Context: an optimization exercise on an open-source flow, tuned for small area. The choices shown serve that exercise and are no tape-out recipe. Only simulation tests tie the RTL to the original design; equivalence was not proved. The flow treats the clock pin as an ideal source, which a real chip does not have. Power is estimated from default activity; no workload was simulated.

oak:
// vcsk_core
module vcsk_core (
    input  wire        clk,
    input  wire        rst,
    input  wire        cmd_valid,
    output wire        cmd_ready,
    input  wire [31:0] cmd_data,
    output wire        rsp_valid,
    output wire [31:0] rsp_data,
    output wire        rsp_err
);
clock: 44.0 ns
lec_check: 0
abc_area: 1
cap_margin: 20
core_margin: 2
core_utilization: 70
place_density: 0.85
slew_margin: 20
standard.sh (not shown) runs the stock make flow with config.mk's settings and CLKGATE_MAP_FILE= SYNTH_SCRIPT=/design/flow/synth_recipe.tcl, a recipe that flattens the netlist after the stock synthesis.
==> flow/flow/run.sh <==
#!/bin/bash
# The standard layout (the standard.sh: ORFS), with these changes to
# how it is made:
#  - synthesis runs flow/synth.tcl: the standard synthesis script with an
#    area-oriented abc script (flow/abc_area.script) and without the
#    adder-cell mapping step, so abc maps the adders with the other logic;
#  - the port buffers are the smallest buffer, buf_1;
#  - clock tree synthesis uses clkbuf_16 for the root and the tree, clusters
#    the flip-flops under clkbuf_8 leaf buffers, and inserts no dummy loads;
#    then flow/post_cts.tcl upsizes the leaf buffers whose flip-flops see a
#    clock slew above 112 ps (placement estimate) to clkbuf_16.
# The full output of the ORFS run goes to flow_make.log in this folder.
set -euo pipefail
HERE=$(pwd)
export MY_ABC_SCRIPT=$HERE/flow/abc_area.script
export LEAF_SLEW_TARGET=0.112
B8=sky130_fd_sc_hd__clkbuf_8
B16=sky130_fd_sc_hd__clkbuf_16
bash standard.sh \
  "SYNTH_SCRIPT=$HERE/flow/synth.tcl" \
  "ADDER_MAP_FILE=" \
  "BUFFER_PORTS_ARGS=-buffer_cell sky130_fd_sc_hd__buf_1" \
  "CTS_ARGS=-sink_clustering_enable -repair_clock_nets -buf_list $B8 -root_buf $B16 -tree_buf $B16 -sink_clustering_buffer $B8 -sink_clustering_size 30 -sink_clustering_max_diameter 55 -dont_use_dummy_load" \
  "POST_CTS_TCL=$HERE/flow/post_cts.tcl" \
  finish > flow_make.log 2>&1
==> flow/flow/post_cts.tcl <==
# Sourced by ORFS at the end of its CTS step (POST_CTS_TCL).
# Upsize clock leaf buffers whose sinks see a slow clock edge.
proc my_leaf_max_slew {inst} {
  set out [get_pins -of_objects $inst -filter "direction==output"]
  set mx 0.0
  foreach p [get_pins -of_objects [get_nets -of_objects $out] -filter "direction==input"] {
    set s [get_property $p slew_max]
    if {$s > $mx} { set mx $s }
  }
  return $mx
}
set my_target [expr {[info exists ::env(LEAF_SLEW_TARGET)] ? $::env(LEAF_SLEW_TARGET) : 0.100}]
for {set it 0} {$it < 3} {incr it} {
  estimate_parasitics -placement
  set n 0
  foreach inst [get_cells clkbuf_*] {
    set ref [get_property $inst ref_name]
    if {$ref eq "sky130_fd_sc_hd__clkbuf_16"} continue
    if {[my_leaf_max_slew $inst] > $my_target} {
      if {$ref eq "sky130_fd_sc_hd__clkbuf_8"} { set to sky130_fd_sc_hd__clkbuf_16 } else { set to sky130_fd_sc_hd__clkbuf_8 }
      replace_cell $inst $to
      incr n
    }
  }
  puts "post_cts: pass $it upsized $n clock buffers"
  if {$n == 0} break
  detailed_placement
}
estimate_parasitics -placement
==> flow/flow/synth.tcl <==
# The standard synthesis script (synth_recipe.tcl), with one change:
# every abc call runs abc_area.script (beside this file, named by
# MY_ABC_SCRIPT) in place of ORFS's own abc script, and does not map to
# o22ai_1 (abc's mapper tends to use it with an inverter on each input). The registers, their
# names and cell types are those of the standard synthesis.
proc synth {args} { yosys synth -nofsm -noshare {*}$args }
proc abc {args} {
  set i [lsearch -exact $args -script]
  if {$i >= 0} { set args [lreplace $args [expr {$i + 1}] [expr {$i + 1}] $::env(MY_ABC_SCRIPT)] }
  lappend args -dont_use sky130_fd_sc_hd__o22ai_1
  yosys abc {*}$args
}
source $::env(SCRIPTS_DIR)/synth.tcl
# left out here: clear keep_hierarchy, flatten, clean up, hide names made inside functions, write 1_2_yosys.v
Other scripts of this flow, unchanged in this note and not shown: flow/flow/abc_area.script
oak: no failed stages, no open violations at the end
The following lists how pine was set up differently from oak:
==> flow/flow/run.sh <==
#!/bin/bash
# The standard layout (the standard.sh: ORFS), with these changes to
# how it is made:
#  - synthesis runs flow/synth.tcl: the standard synthesis script with an
#    area-oriented abc script (flow/abc_area.script) and without the
#    adder-cell mapping step, so abc maps the adders with the other logic;
#  - the port buffers are the smallest buffer, buf_1;
#  - clock tree synthesis uses clkbuf_16 for the root and the tree, clusters
#    the flip-flops under clkbuf_8 leaf buffers, and inserts no dummy loads.
# The full output of the ORFS run goes to flow_make.log in this folder.
set -euo pipefail
HERE=$(pwd)
export MY_ABC_SCRIPT=$HERE/flow/abc_area.script
B8=sky130_fd_sc_hd__clkbuf_8
B16=sky130_fd_sc_hd__clkbuf_16
bash standard.sh \
  "SYNTH_SCRIPT=$HERE/flow/synth.tcl" \
  "ADDER_MAP_FILE=" \
  "BUFFER_PORTS_ARGS=-buffer_cell sky130_fd_sc_hd__buf_1" \
  "CTS_ARGS=-sink_clustering_enable -repair_clock_nets -buf_list $B8 -root_buf $B16 -tree_buf $B16 -sink_clustering_buffer $B8 -sink_clustering_size 18 -sink_clustering_max_diameter 35 -dont_use_dummy_load" \
  finish > flow_make.log 2>&1
==> flow/flow/synth.tcl <==
# The standard synthesis script (synth_recipe.tcl), with one change:
# every abc call runs abc_area.script (beside this file, named by
# MY_ABC_SCRIPT) in place of ORFS's own abc script. The registers, their
# names and cell types are those of the standard synthesis.
proc synth {args} { yosys synth -nofsm -noshare {*}$args }
proc abc {args} {
  set i [lsearch -exact $args -script]
  if {$i >= 0} { set args [lreplace $args [expr {$i + 1}] [expr {$i + 1}] $::env(MY_ABC_SCRIPT)] }
  yosys abc {*}$args
}
source $::env(SCRIPTS_DIR)/synth.tcl
# left out here: clear keep_hierarchy, flatten, clean up, hide names made inside functions, write 1_2_yosys.v
removed: flow/flow/post_cts.tcl
--- outcome ---
Taking oak over pine, the reported net switching power ratio works out to 0.934. Compared with oak, pine shows a higher global-route wire length before repair. Lower worst setup slack before clock tree synthesis goes to oak over pine. pine reports its start point of the critical path as cmd_data[4] while oak reports cmd_data[18].
--- input diff pine..birch ---
==> flow/flow/run.sh <==
#!/bin/bash
# The standard layout (the standard.sh: ORFS), with these changes to
# how it is made:
#  - synthesis runs flow/synth.tcl: the standard synthesis script with an
#    area-oriented abc script (flow/abc_area.script) and without the
#    adder-cell mapping step, so abc maps the adders with the other logic;
#  - the port buffers are the smallest buffer, buf_1;
#  - clock tree synthesis uses clkbuf_16 for the root and the tree, clusters
#    the flip-flops under clkbuf_8 leaf buffers, and inserts no dummy loads;
#    then flow/post_cts.tcl upsizes the leaf buffers whose flip-flops see a
#    clock slew above 112 ps (placement estimate) to clkbuf_16.
# The full output of the ORFS run goes to flow_make.log in this folder.
set -euo pipefail
HERE=$(pwd)
export MY_ABC_SCRIPT=$HERE/flow/abc_area.script
export LEAF_SLEW_TARGET=0.112
B8=sky130_fd_sc_hd__clkbuf_8
B16=sky130_fd_sc_hd__clkbuf_16
bash standard.sh \
  "SYNTH_SCRIPT=$HERE/flow/synth.tcl" \
  "ADDER_MAP_FILE=" \
  "BUFFER_PORTS_ARGS=-buffer_cell sky130_fd_sc_hd__buf_1" \
  "CTS_ARGS=-sink_clustering_enable -repair_clock_nets -buf_list $B8 -root_buf $B16 -tree_buf $B16 -sink_clustering_buffer $B8 -sink_clustering_size 32 -sink_clustering_max_diameter 55 -dont_use_dummy_load" \
  "POST_CTS_TCL=$HERE/flow/post_cts.tcl" \
  finish > flow_make.log 2>&1
==> flow/flow/post_cts.tcl (new file) <==
# Sourced by ORFS at the end of its CTS step (POST_CTS_TCL).
# Upsize clock leaf buffers whose sinks see a slow clock edge.
proc my_leaf_max_slew {inst} {
  set out [get_pins -of_objects $inst -filter "direction==output"]
  set mx 0.0
  foreach p [get_pins -of_objects [get_nets -of_objects $out] -filter "direction==input"] {
    set s [get_property $p slew_max]
    if {$s > $mx} { set mx $s }
  }
  return $mx
}
set my_target [expr {[info exists ::env(LEAF_SLEW_TARGET)] ? $::env(LEAF_SLEW_TARGET) : 0.100}]
for {set it 0} {$it < 3} {incr it} {
  estimate_parasitics -placement
  set n 0
  foreach inst [get_cells clkbuf_*] {
    set ref [get_property $inst ref_name]
    if {$ref eq "sky130_fd_sc_hd__clkbuf_16"} continue
    if {[my_leaf_max_slew $inst] > $my_target} {
      if {$ref eq "sky130_fd_sc_hd__clkbuf_8"} { set to sky130_fd_sc_hd__clkbuf_16 } else { set to sky130_fd_sc_hd__clkbuf_8 }
      replace_cell $inst $to
      incr n
    }
  }
  puts "post_cts: pass $it upsized $n clock buffers"
  if {$n == 0} break
  detailed_placement
}
estimate_parasitics -placement
==> flow/flow/synth.tcl <==
# The standard synthesis script (synth_recipe.tcl), with one change:
# every abc call runs abc_area.script (beside this file, named by
# MY_ABC_SCRIPT) in place of ORFS's own abc script, and does not map to
# o22ai_1 (abc's mapper tends to use it with an inverter on each input). The registers, their
# names and cell types are those of the standard synthesis.
proc synth {args} { yosys synth -nofsm -noshare {*}$args }
proc abc {args} {
  set i [lsearch -exact $args -script]
  if {$i >= 0} { set args [lreplace $args [expr {$i + 1}] [expr {$i + 1}] $::env(MY_ABC_SCRIPT)] }
  lappend args -dont_use sky130_fd_sc_hd__o22ai_1
  yosys abc {*}$args
}
source $::env(SCRIPTS_DIR)/synth.tcl
# left out here: clear keep_hierarchy, flatten, clean up, hide names made inside functions, write 1_2_yosys.v
==> notes.md <==
- Compared pine against birch; area share of and/or/nand/nor cells after synthesis within noise.
- The effective utilization at floorplan of pine and that of birch are within noise of each other.
- Route | birch vs pine | wire shorter in birch
- Looking at startpoint of the worst setup timing path, the cmd_data[4] result is from pine; the cmd_data[18] one comes from birch.
- Diff pine -> birch: post-route cell area -1.6%, total number of nets in the final design -4.8%, global-route wire length before repair -7.7%.
- Looking at clock network power consumption, birch sits 14% below pine.
- Max worst hold slack across all endpoints across birch and pine: birch
For maple, these inputs were changed with respect to birch:
-- flow/flow/run.sh --
<<< birch, line 8
#  - clock tree synthesis uses clkbuf_16 for the root and the tree, clusters
#    the flip-flops under clkbuf_8 leaf buffers, and inserts no dummy loads;
#    then flow/post_cts.tcl upsizes the leaf buffers whose flip-flops see a
#    clock slew above 112 ps (placement estimate) to clkbuf_16.
# The full output of the ORFS run goes to flow_make.log in this folder.
set -euo pipefail
>>> maple, line 8
#  - clock tree synthesis uses clkbuf_16 for the root and the tree, clusters
#    the flip-flops under clkbuf_8 leaf buffers, and inserts no dummy loads;
#    then flow/post_cts.tcl resizes the clock buffers against a 112 ps slew
#    target at the flip-flop clock pins (placement estimate): it upsizes the
#    leaf buffers whose flip-flops see more, then downsizes each buffer whose
#    smaller size keeps every flip-flop within the target.
# The full output of the ORFS run goes to flow_make.log in this folder.
set -euo pipefail
==> flow/flow/post_cts.tcl <==
# Sourced by ORFS at the end of its CTS step (POST_CTS_TCL).
# Resizes the clock buffers against a slew target at the flip-flop clock
# pins (placement estimate, LEAF_SLEW_TARGET in ns): first upsizes leaf
# buffers whose flip-flops see a slower edge, then downsizes each clock
# buffer whose smaller size keeps every flip-flop clock pin within it.
set my_target [expr {[info exists ::env(LEAF_SLEW_TARGET)] ? $::env(LEAF_SLEW_TARGET) : 0.112}]
proc my_sink_slew {inst} {
  set out [get_pins -of_objects $inst -filter "direction==output"]
  set mx 0.0
  foreach p [get_pins -of_objects [get_nets -of_objects $out] -filter "direction==input"] {
    set s [get_property $p slew_max]
    if {$s > $mx} { set mx $s }
  }
  return $mx
}
proc my_max_clk_slew {} {
  set mx 0.0
  foreach p [get_pins -of_objects [all_registers] -filter "direction==input"] {
    if {[get_property $p is_clock]} {
      set s [get_property $p slew_max]
      if {$s > $mx} { set mx $s }
    }
  }
  return $mx
}
set my_up [dict create sky130_fd_sc_hd__clkbuf_4 sky130_fd_sc_hd__clkbuf_8 sky130_fd_sc_hd__clkbuf_8 sky130_fd_sc_hd__clkbuf_16]
set my_down [dict create sky130_fd_sc_hd__clkbuf_16 sky130_fd_sc_hd__clkbuf_8 sky130_fd_sc_hd__clkbuf_8 sky130_fd_sc_hd__clkbuf_4]
for {set it 0} {$it < 3} {incr it} {
  estimate_parasitics -placement
  set n 0
  foreach inst [get_cells clkbuf_*] {
    set ref [get_property $inst ref_name]
    if {![dict exists $my_up $ref]} continue
    if {[my_sink_slew $inst] > $my_target} {
      replace_cell $inst [dict get $my_up $ref]
      incr n
    }
  }
  puts "post_cts: pass $it upsized $n clock buffers"
  if {$n == 0} break
  detailed_placement
}
estimate_parasitics -placement
set base [my_max_clk_slew]
puts "post_cts: max clock pin slew $base"
if {$base <= $my_target} {
  set n 0
  foreach inst [get_cells clkbuf_*] {
    set ref [get_property $inst ref_name]
    if {![dict exists $my_down $ref]} continue
    replace_cell $inst [dict get $my_down $ref]
    estimate_parasitics -placement
    if {[my_max_clk_slew] > $my_target} {
      replace_cell $inst $ref
      estimate_parasitics -placement
    } else {
      incr n
    }
  }
  puts "post_cts: downsized $n clock buffers"
  detailed_placement
}
estimate_parasitics -placement
puts "post_cts: max clock pin slew [my_max_clk_slew]"
Findings:
- Going from birch to maple, detailed-routed wire length on met3 grew by a little under 10%.
- maple ran to completion and came out clean on the timing, design-rule and antenna checks.
- Of maple and birch, it is maple that has the higher worst setup slack.
- Routed wire length delta (maple -> birch): insignificant

[what the ideal ports hide]
In the flow no input, the clock included, has a driving cell. The finished layouts below were timed again as built, in two steps.
Step 1 assumes that a clkbuf_16 drives the clock port and a buf_2 every other input.
Step 2 moves the port delays by t, midway between the first and last clock arrival at a register: inputs arrive t later, outputs are due t later. That takes back most of the time a late clock gives input paths.
a / b / c = ideal ports / drivers / drivers and shift; a / b = the first two.
| run | t (ns) | setup slack, ns | worst hold slack (ns) | worst register clock-pin slew, ns |
|---|---|---|---|---|
| oak | 0.643 | 16.400 / 16.369 / 16.369 | 0.295 / 0.295 / 0.295 | 0.11 / 0.11 |
| pine | 0.627 | 16.840 / 16.817 / 16.817 | 0.266 / 0.266 / 0.266 | 0.10 / 0.10 |
| birch | 0.651 | 16.341 / 16.303 / 16.303 | 0.306 / 0.306 / 0.306 | 0.11 / 0.11 |
| maple | 0.721 | 16.410 / 16.369 / 16.369 | 0.251 / 0.251 / 0.251 | 0.12 / 0.12 |
After both steps every run listed still meets setup and hold. For maple, which loses most, drivers alone change the setup slack by -0.041 ns; drivers and shift together by -0.041 ns.
